From an optimization exercise on the open Yosys and OpenROAD flow, aimed at small area, a short achievable clock period and few clock cycles; shortcuts taken in it are not production practice. At most, simulation tests tie the RTL to the original design; equivalence was not proved. The RTL of run 1 was laid out without a check of its function. No activity file was given, so power comes from the tool's default toggle rates.

==> flow/design.v, too long to show whole: its modules and the start of the top module <==
// module barker_xcorr: 926 lines
// module fa: 10 lines
// module ha: 9 lines
module barker_xcorr (
    input  wire               clk,
    input  wire               rst,           
    input  wire [3:0]         cfg_hdr,       
    input  wire [1:0]         cfg_mod,       
    input  wire [17:0]        cfg_trig,      
    input  wire [15:0]        cfg_hitcap,    
    input  wire               in_valid,
    output reg                in_ready,
    input  wire               in_last,
    input  wire signed [7:0]  in_re,
    input  wire signed [7:0]  in_im,
    output reg                hr_valid,
    output wire [16:0]        hr_idx,
    output reg  signed [17:0] hr_val,
    output reg                hi_valid,
    output wire [16:0]        hi_idx,
    output reg  signed [17:0] hi_val,
    output reg                done,
    output wire [15:0]        nhr,
    output wire [15:0]        nhi,
    output wire               hitovf,
    output reg                desync
);
  // ...
==> flow/flow/run.sh <==
#!/bin/bash
# Standard ORFS layout (standard synthesis) with: port buffers of buf_2;
# a clock tree of clkbuf_16 without sink clustering or dummy loads;
# repair_timing aiming for extra setup slack so that the achieved period is short.
set -euo pipefail
bash standard.sh SETUP_SLACK_MARGIN=16.5 'BUFFER_PORTS_ARGS=-buffer_cell sky130_fd_sc_hd__buf_2' \
  'CTS_ARGS=-repair_clock_nets -buf_list sky130_fd_sc_hd__clkbuf_16 -dont_use_dummy_load' \
  finish > standard_flow.log 2>&1
==> flow/standard.sh <==
#!/bin/bash
# synth_recipe.tcl (not shown) runs the flow's synth.tcl, then flattens the netlist and writes it again
# the make line also repeats each setting of config.mk as NAME=value (left out here)
make -C /OpenROAD-flow-scripts/flow DESIGN_CONFIG=/design/flow/config.mk WORK_HOME=/design/flow/orfs CLKGATE_MAP_FILE= SYNTH_SCRIPT=/design/flow/synth_recipe.tcl "${@:-finish}"
==> flow/config.mk <==
export PLATFORM = sky130hd
export DESIGN_NAME = barker_xcorr
export DESIGN_NICKNAME = barker_xcorr
export VERILOG_FILES = /design/flow/design.v
export SDC_FILE = /design/flow/constraint.sdc
export NUM_CORES = 4
export LEC_CHECK = 0
export CAP_MARGIN = 20
export CORE_MARGIN = 2
export CORE_UTILIZATION = 40
export SLEW_MARGIN = 20
export SYNTH_HIERARCHICAL = 1
==> flow/constraint.sdc <==
create_clock -name core_clock -period 22.0 [get_ports {clk}]
set_input_delay 4.4000 -clock core_clock [delete_from_list [all_inputs] [get_ports {clk}]]
set_output_delay 4.4000 -clock core_clock [all_outputs]
set_load 0.01 [all_outputs]
==> results_tabular.tex, run 1 <==
\begin{tabular}{lr}
\hline
Metric & Value \\
\hline
\multicolumn{2}{l}{\textbf{Final layout}} \\
Most frequent cells in the layout & 345 x sky130\_fd\_sc\_hd\_\_dfxtp\_1, 232 x sky130\_fd\_sc\_hd\_\_ha\_1, 209 x sky130\_fd\_sc\_hd\_\_fa\_1 \\
Layout cells sized above 1 & 18.62\% \\
Number of nets at the end of the flow & 2515 \\
Post-route cell area & around 25000 µm² \\
\multicolumn{2}{l}{\textbf{Detailed routing}} \\
Post-DR wirelength/cell & $\sim$16 µm \\
Antenna-violating nets left & 0 \\
Final routed wirelength across all metal layers & 42770 µm \\
\multicolumn{2}{l}{\textbf{Power and ir drop}} \\
Clock Power Share & 21.6\% \\
Maximum VDD drop & 0.08464 mV \\
Flop+latch power & 0.958 mW \\
\multicolumn{2}{l}{\textbf{Placement}} \\
I/O Buffers & 165 \\
Number of cells after detailed placement & 2615 \\
\multicolumn{2}{l}{\textbf{Global route}} \\
Global route overflow & 0 \\
Antenna violations before repair & 0 \\
\multicolumn{2}{l}{\textbf{Setup path}} \\
Reg2Reg Launch Point & z\_last[1] \\
Cell family contributing the most delay on the critical path & flip-flops \\
Count of buffering cells on the critical path with inverters included & 1 \\
R2r worst-path depth & 17 \\
\multicolumn{2}{l}{\textbf{Clock tree}} \\
\# Post-CTS Setup Buffers & 20 \\
\multicolumn{2}{l}{\textbf{STA}} \\
Shortest period the worst path allows & 5.493 ns \\
Transition time of the tightest slew-check pin & approximately 1.1 ns \\
\multicolumn{2}{l}{\textbf{Logic synthesis}} \\
Fraction of synthesized cell area in xor and xnor cells & roughly 9.1\% \\
Main combinational cell family by area after synthesis & adder cells \\
Most area-consuming cells after synthesis & sky130\_fd\_sc\_hd\_\_dfxtp\_1 39\%, sky130\_fd\_sc\_hd\_\_fa\_1 20\%, sky130\_fd\_sc\_hd\_\_ha\_1 14\% \\
Yosys warning total & 11 \\
\multicolumn{2}{l}{\textbf{Run status}} \\
Result of the run & timing/DRC/antenna clean \\
\hline
\end{tabular}
==> run 2: changes to the inputs <==
--- a/flow/design.v
+++ b/flow/design.v
@@ -862,19 +862,18 @@
     end
     wire trig_re = hit(cq_re, cq_re[17], trig_q);
     wire trig_im = hit(cq_im, cq_im[17], trig_q);
     reg  [15:0] cnt_r, cnt_i;
     reg         room_r, room_i;    
     reg         ovf;
     reg  [16:0] idx;
     wire        capnz  = |cap_q;
-    wire        clr    = v3 & first3;
-    wire [15:0] base_r = clr ? 16'd0 : cnt_r;
-    wire [15:0] base_i = clr ? 16'd0 : cnt_i;
+    wire [15:0] base_r = first3 ? 16'd0 : cnt_r;
+    wire [15:0] base_i = first3 ? 16'd0 : cnt_i;
     wire [15:0] inc_r, inc_i;
     wire [16:0] inc_x;
     wire [16:0] cr_r, cr_i, cr_x;      
     assign inc_r[0] = !base_r[0];
     assign inc_i[0] = !base_i[0];
     assign inc_x[0] = idx[0] ^ v3;
     assign cr_r[0]  = base_r[0];
     assign cr_i[0]  = base_i[0];
@@ -887,26 +886,24 @@
         end
     endgenerate
     assign inc_x[16] = idx[16] ^ cr_x[15];
     wire lt_r   = first3 ? capnz : room_r;
     wire lt_i   = first3 ? capnz : room_i;
     wire rec_re = trig_re & lt_r;
     wire rec_im = trig_im & lt_i;
     wire drop   = (trig_re & !lt_r) | (trig_im & !lt_i);
-    wire [15:0] run_r = {cr_r[14:0], 1'b1};
-    wire [15:0] run_i = {cr_i[14:0], 1'b1};
-    wire [15:0] cnt_r_nx = base_r ^ (run_r & {16{v3 & rec_re}});
-    wire [15:0] cnt_i_nx = base_i ^ (run_i & {16{v3 & rec_im}});
+    wire [15:0] cnt_r_nx = rec_re ? inc_r : base_r;
+    wire [15:0] cnt_i_nx = rec_im ? inc_i : base_i;
     always @(posedge clk) begin
         hr_val <= cq_re;
         hi_val <= cq_im;
-        cnt_r <= cnt_r_nx;
-        cnt_i <= cnt_i_nx;
         if (v3) begin
+            cnt_r  <= cnt_r_nx;
+            cnt_i  <= cnt_i_nx;
             room_r <= rec_re ? (inc_r != cap_q) : lt_r;
             room_i <= rec_im ? (inc_i != cap_q) : lt_i;
         end
         idx    <= (v3 & first3) ? 17'd0 : inc_x;
         ovf    <= (ovf & !(v3 & first3)) | (v3 & drop);
         desync <= !mod2 & (cnt_r_nx != cnt_i_nx);
         if (rst) begin
             hr_valid <= 1'b0;
==> flow/flow/run.sh (replaced) <==
#!/bin/bash
# Standard ORFS layout (standard synthesis) with: port buffers of buf_2;
# a clock tree of larger clusters without dummy loads; repair_timing aiming
# for extra setup slack so that the achieved period is short.
set -euo pipefail
bash standard.sh SETUP_SLACK_MARGIN=16.5 'BUFFER_PORTS_ARGS=-buffer_cell sky130_fd_sc_hd__buf_2' \
  'CTS_ARGS=-sink_clustering_enable -repair_clock_nets -sink_clustering_size 20 -sink_clustering_max_diameter 150 -buf_list sky130_fd_sc_hd__clkbuf_16 -sink_buffer_max_cap_derate 1.0 -dont_use_dummy_load' \
  finish > standard_flow.log 2>&1
==> results_tabular.tex, run 2 <==
\begin{tabular}{lr}
\hline
Metric & Value \\
\hline
\multicolumn{2}{l}{\textbf{Logic synthesis}} \\
Async set-or-reset flop fraction in the synthesized netlist & 0\% \\
Count leader, synth & sky130\_fd\_sc\_hd\_\_dfxtp\_1 \\
Yosys warning total & 11 (unchanged) \\
Number of enable-type register cells in the synthesized netlist & 34 \\
Average cell area after synthesis & approximately 12 µm² \\
Compound-cell area share of the yosys netlist & 3.430\% \\
Most area-consuming cells after synthesis & sky130\_fd\_sc\_hd\_\_dfxtp\_1 36\%, sky130\_fd\_sc\_hd\_\_fa\_1 20\%, sky130\_fd\_sc\_hd\_\_ha\_1 14\% \\
Arithmetic-cell share of the synthesized area counting full adders, half adders and majority gates & 33.19\% \\
Area share of the leading cell type in the synthesized netlist & 36.03\% \\
Prevailing post-synth register cell & sky130\_fd\_sc\_hd\_\_dfxtp\_1 \\
Simple-gate share of the synthesized area & 8.435\% \\
Synth Net Count & 2227 \\
Synth top cells by count & 386 x sky130\_fd\_sc\_hd\_\_dfxtp\_1, 233 x sky130\_fd\_sc\_hd\_\_ha\_1, 210 x sky130\_fd\_sc\_hd\_\_fa\_1, 117 x sky130\_fd\_sc\_hd\_\_xor2\_1, 93 x sky130\_fd\_sc\_hd\_\_and2\_1 \\
Multiplexer share of the synthesized area & about 2.6\% \\
Distinct cell type count after synthesis & 56 \\
Number of register bits inferred by synthesis & 420 \\
Cell accounting for the most synthesized area & sky130\_fd\_sc\_hd\_\_dfxtp\_1 \\
Share of the yosys chip area belonging to registers & 40.79\% \\
Syn Inst Count & 1724 \\
Main combinational cell family by area after synthesis & adder cells \\
Fraction of synthesized cell area in xor and xnor cells & 8.371\% (-0.74 points) \\
Summed instance area of the synthesized netlist & around 21000 µm² \\
\multicolumn{2}{l}{\textbf{Clock tree}} \\
Root cell of the clock tree & sky130\_fd\_sc\_hd\_\_clkbuf\_16 \\
CTS tree & yes \\
Longest Clk Path Bufs & 3 \\
Clock network latency to the later pin of the worst-skew pair & 0.56 ns \\
Clk pin slew, worst setup/hold paths & 0.09 ns \\
Number of buffers added by the clock tree synthesis step & 24 \\
Hold\_buf cts & 0 \\
Clk sink count & 420 \\
Number of H-tree branching levels & 1 \\
\multicolumn{2}{l}{\textbf{Setup path}} \\
Count of buffering cells on the critical path with inverters included & 1 (unchanged) \\
Slack of the worst reg-to-reg path & 16.72 ns \\
Cell family contributing the most delay on the critical path & flip-flops \\
Category of the worst setup path launch point & flip-flop \\
Startpoint of the most critical setup path & cnt\_r[2] \\
Endpoint type of the worst setup path & output port \\
Reg2Reg Launch Point & z\_last[3] \\
Critical path required time & 17.60 ns \\
Endpoint arrival time on the critical path & 1.16 ns \\
Worst-path cell chain & buf\_2 \\
Master of the slowest instance on the critical path & sky130\_fd\_sc\_hd\_\_edfxtp\_1 \\
Highest fanout seen on the critical path & 2 \\
Largest stage delay on the critical path & 0.44 ns \\
Class of the most critical setup path & reg -> out \\
\multicolumn{2}{l}{\textbf{Final layout}} \\
Layout cells sized above 1 & 15.92\% (-2.7 points) \\
Number of nets at the end of the flow & 2383 (-5.2\%) \\
Cell Count, Final, Fillers Out & 2566 \\
Layout overhead on the synthesized area & 11.29\% \\
Most frequent standard cell in the layout excluding fill and tap cells & sky130\_fd\_sc\_hd\_\_dfxtp\_1 \\
Registers with the most flip-flops & rim (104), rre (104) \\
Most frequent cells in the layout & 370 x sky130\_fd\_sc\_hd\_\_dfxtp\_1, 233 x sky130\_fd\_sc\_hd\_\_ha\_1, 208 x sky130\_fd\_sc\_hd\_\_fa\_1 \\
Antenna fix cells & 0 \\
Fill cell total of the finished layout & 4808 \\
\multicolumn{2}{l}{\textbf{STA}} \\
Final cycle utilization of the critical path & 25.27\% \\
Shortest period the worst path allows & 5.560 ns (+0.06610 ns) \\
Total count of max-transition violations in the final report & 0 \\
Relative max-transition margin & a little under a third \\
Setup slack after layout & 16.44 ns \\
Final count of hold timing violations & 0 \\
Worst slack on hold paths & $\sim$0.34 ns \\
Final worst clock skew & 0.02558 ns \\
Final setup violation count & 0 \\
RSZ-0062 raised after global routing & yes \\
Max Freq & 179.9 MHz \\
Transition time of the tightest slew-check pin & 1.044 ns (-0.04145 ns) \\
Fin Setup TNS & 0 ns \\
\multicolumn{2}{l}{\textbf{Floorplan}} \\
Floorplan core area & roughly 53000 µm² \\
Num rows & between 80 and 90 \\
Die Outline Area & 55490 µm² \\
Die Span X & about 240 µm \\
Starting utilization of the core area & between 40\% and 50\% \\
Die Y & 235.6 µm \\
Ports placed on the boundary & 168 \\
\multicolumn{2}{l}{\textbf{Detailed routing}} \\
DRC violation count after routing & 0 \\
Final routed wirelength across all metal layers & 41090 µm (-3.9\%) \\
Post-DR wirelength/cell & 16.01 µm (+0.97\%) \\
Antenna-violating nets left & 0 (unchanged) \\
Routed via count & $\sim$12000 \\
Vias per std cell & 4.652 \\
Length of the first detailed-routing pass in iterations & 5 \\
Number of violations reported at the end of detailed-routing iteration 0 & 405 \\
\multicolumn{2}{l}{\textbf{Global route}} \\
GR Util All Layers & 14.76\% \\
Vias in the first global route & 12710 \\
Largest net degree at the start of global routing & 54 \\
Global-route wire length before repair & approximately 66000 µm \\
Antenna violations before repair & 0 (unchanged) \\
Global route overflow & 0 (unchanged) \\
\multicolumn{2}{l}{\textbf{Power and ir drop}} \\
Static leakage & 10.98 nW \\
Maximum VDD drop & 0.07397 mV (-13\%) \\
Power density over the cells & around 120 nW/µm² \\
Overall Power & around 2.9 mW \\
\multicolumn{2}{l}{\textbf{Min path}} \\
Class of the tightest hold or removal check & reg -> reg \\
Critical hold path startpoint & rre[9][5] \\
\multicolumn{2}{l}{\textbf{Placement}} \\
Total half-perimeter wirelength after legalization and detailed placement & 30480 µm \\
Number of cells after detailed placement & 2525 (-3.4\%) \\
Routability Congestion & $\sim$0.81 \\
I/O Buffers & 165 (unchanged) \\
Post-place setup slack & between 15 and 20 ns \\
\multicolumn{2}{l}{\textbf{Run status}} \\
Result of the run & timing/DRC/antenna clean \\
\multicolumn{2}{l}{\textbf{Flow run}} \\
Max-cap violations & 0 \\
\hline
\end{tabular}
## run 2: cell families after synthesis
kind of cell             after synthesis
adder cells (fa/ha/maj)              443
flip-flops                           420
AND/OR/NAND/NOR                      340
XOR/XNOR                             205
buffers and inverters                152
AO/OA/AOI/OAI                        117
multiplexers                          47
## run 2: layout make-up
cell class                      count  area [µm²]  area share, %
Multi-Input combinational cell   1152       12100          50.67
Clock buffer                       24       600.6          2.516
Timing Repair Buffer              192        1199          5.021
Inverter                           90       341.6          1.431
Tap cell                          688       860.8          3.606
Sequential cell                   420        8773          36.75
## run 2: repair_timing
| item | CTS | global route |
|---|---|---|
| resized for setup | 17 | 35 |
| pin swaps | 4 | 8 |
| buffers inserted | 11 | 2 |
| gates cloned | 3 | 1 |
| endpoints found under the setup margin | 51 | 52 |
## run 2: per-stage QoR
stage                     cell area [µm²]  utilization, %
after global routing                23870           45.25
after global placement              22880           43.37
final                               23870           45.25
after detailed placement            22880           43.37
after floorplan                     21460               -
after CTS                           23730           44.97
## run 2: worst paths after layout
| kind | end | cells past startpoint |
|---|---|---|
| hold reg to reg | rre[10][5] | 0 |
| setup reg to reg | s_im[11] | 19 |
| hold / removal | rre[10][5] | 0 |
| setup / recovery | nhr[2] | 1 |
## run 2: report_power, final
part | total [mW] | internal [mW] | switching [mW] | leakage [nW]
clock network | 0.434 | 0.194 | 0.240 | 0.296
logic | 1.51 | 0.718 | 0.794 | 7.22
registers | 0.968 | 0.895 | 0.0726 | 3.47
total | 2.91 | 1.81 | 1.11 | 11.0
## run 2: worst reg2reg max path, cell delays in order, from the launching register on
cell and delay (ns):
sky130_fd_sc_hd__dfxtp_4 0.38, sky130_fd_sc_hd__buf_12 0.13, sky130_fd_sc_hd__buf_4 0.17, sky130_fd_sc_hd__buf_4 0.18, sky130_fd_sc_hd__xor2_1 0.18, sky130_fd_sc_hd__fa_1 0.56, sky130_fd_sc_hd__fa_1 0.45, sky130_fd_sc_hd__fa_1 0.43
sky130_fd_sc_hd__fa_1 0.55, sky130_fd_sc_hd__fa_1 0.43, sky130_fd_sc_hd__ha_1 0.32, sky130_fd_sc_hd__inv_1 0.07, sky130_fd_sc_hd__o21bai_1 0.19, sky130_fd_sc_hd__a21oi_2 0.10, sky130_fd_sc_hd__o21bai_1 0.17, sky130_fd_sc_hd__a21oi_2 0.09
sky130_fd_sc_hd__o21ai_0 0.29, sky130_fd_sc_hd__o41ai_2 0.10, sky130_fd_sc_hd__xnor2_1 0.30, sky130_fd_sc_hd__nor2_1 0.08
## run 2: per-module statistics from Yosys (local to each module, per instance)
module        cell area (µm²)  cells inside  flops+latches  copies in the design
barker_xcorr            16070          1419            420                     1
fa                      20.02             1              0                   208
ha                      12.51             1              0                    97
## run 2: per-layer routing
layer  GRT usage [%]  routed length [µm]  vias to the layer above
met2           26.09               20160                      156
met4           2.818                 513                        0
li1                -                   -                     5912
met3           2.076                1385                       30
met1           19.34               19030                     5838
met5               0                   0                        -
Testbench counts of run 2, summed over its fixed seeds: cycles 21,174.

[what the ideal ports hide]
Ports are ideal in the flow. The routed layouts listed here were re-timed in OpenROAD. Step 1 assumes that a clkbuf_16 drives the clock port and a buf_2 every other input. Step 2 moves the port delays by t, midway between the first and last clock arrival at a register: inputs arrive t later, outputs are due t later. That takes back most of the time a late clock gives input paths. a / b / c = ideal ports / drivers / drivers and shift; a / b = the first two.
run	t (ns)	setup slack, ns	worst data-port slew with drivers (ns)
run 1	0.669	16.507 / 16.448 / 16.194	0.05
run 2	0.602	16.440 / 16.383 / 16.274	0.04
After both steps setup and hold are still met in every run listed. For run 1, which loses most, drivers alone change the setup slack by -0.059 ns; drivers and shift together by -0.313 ns.
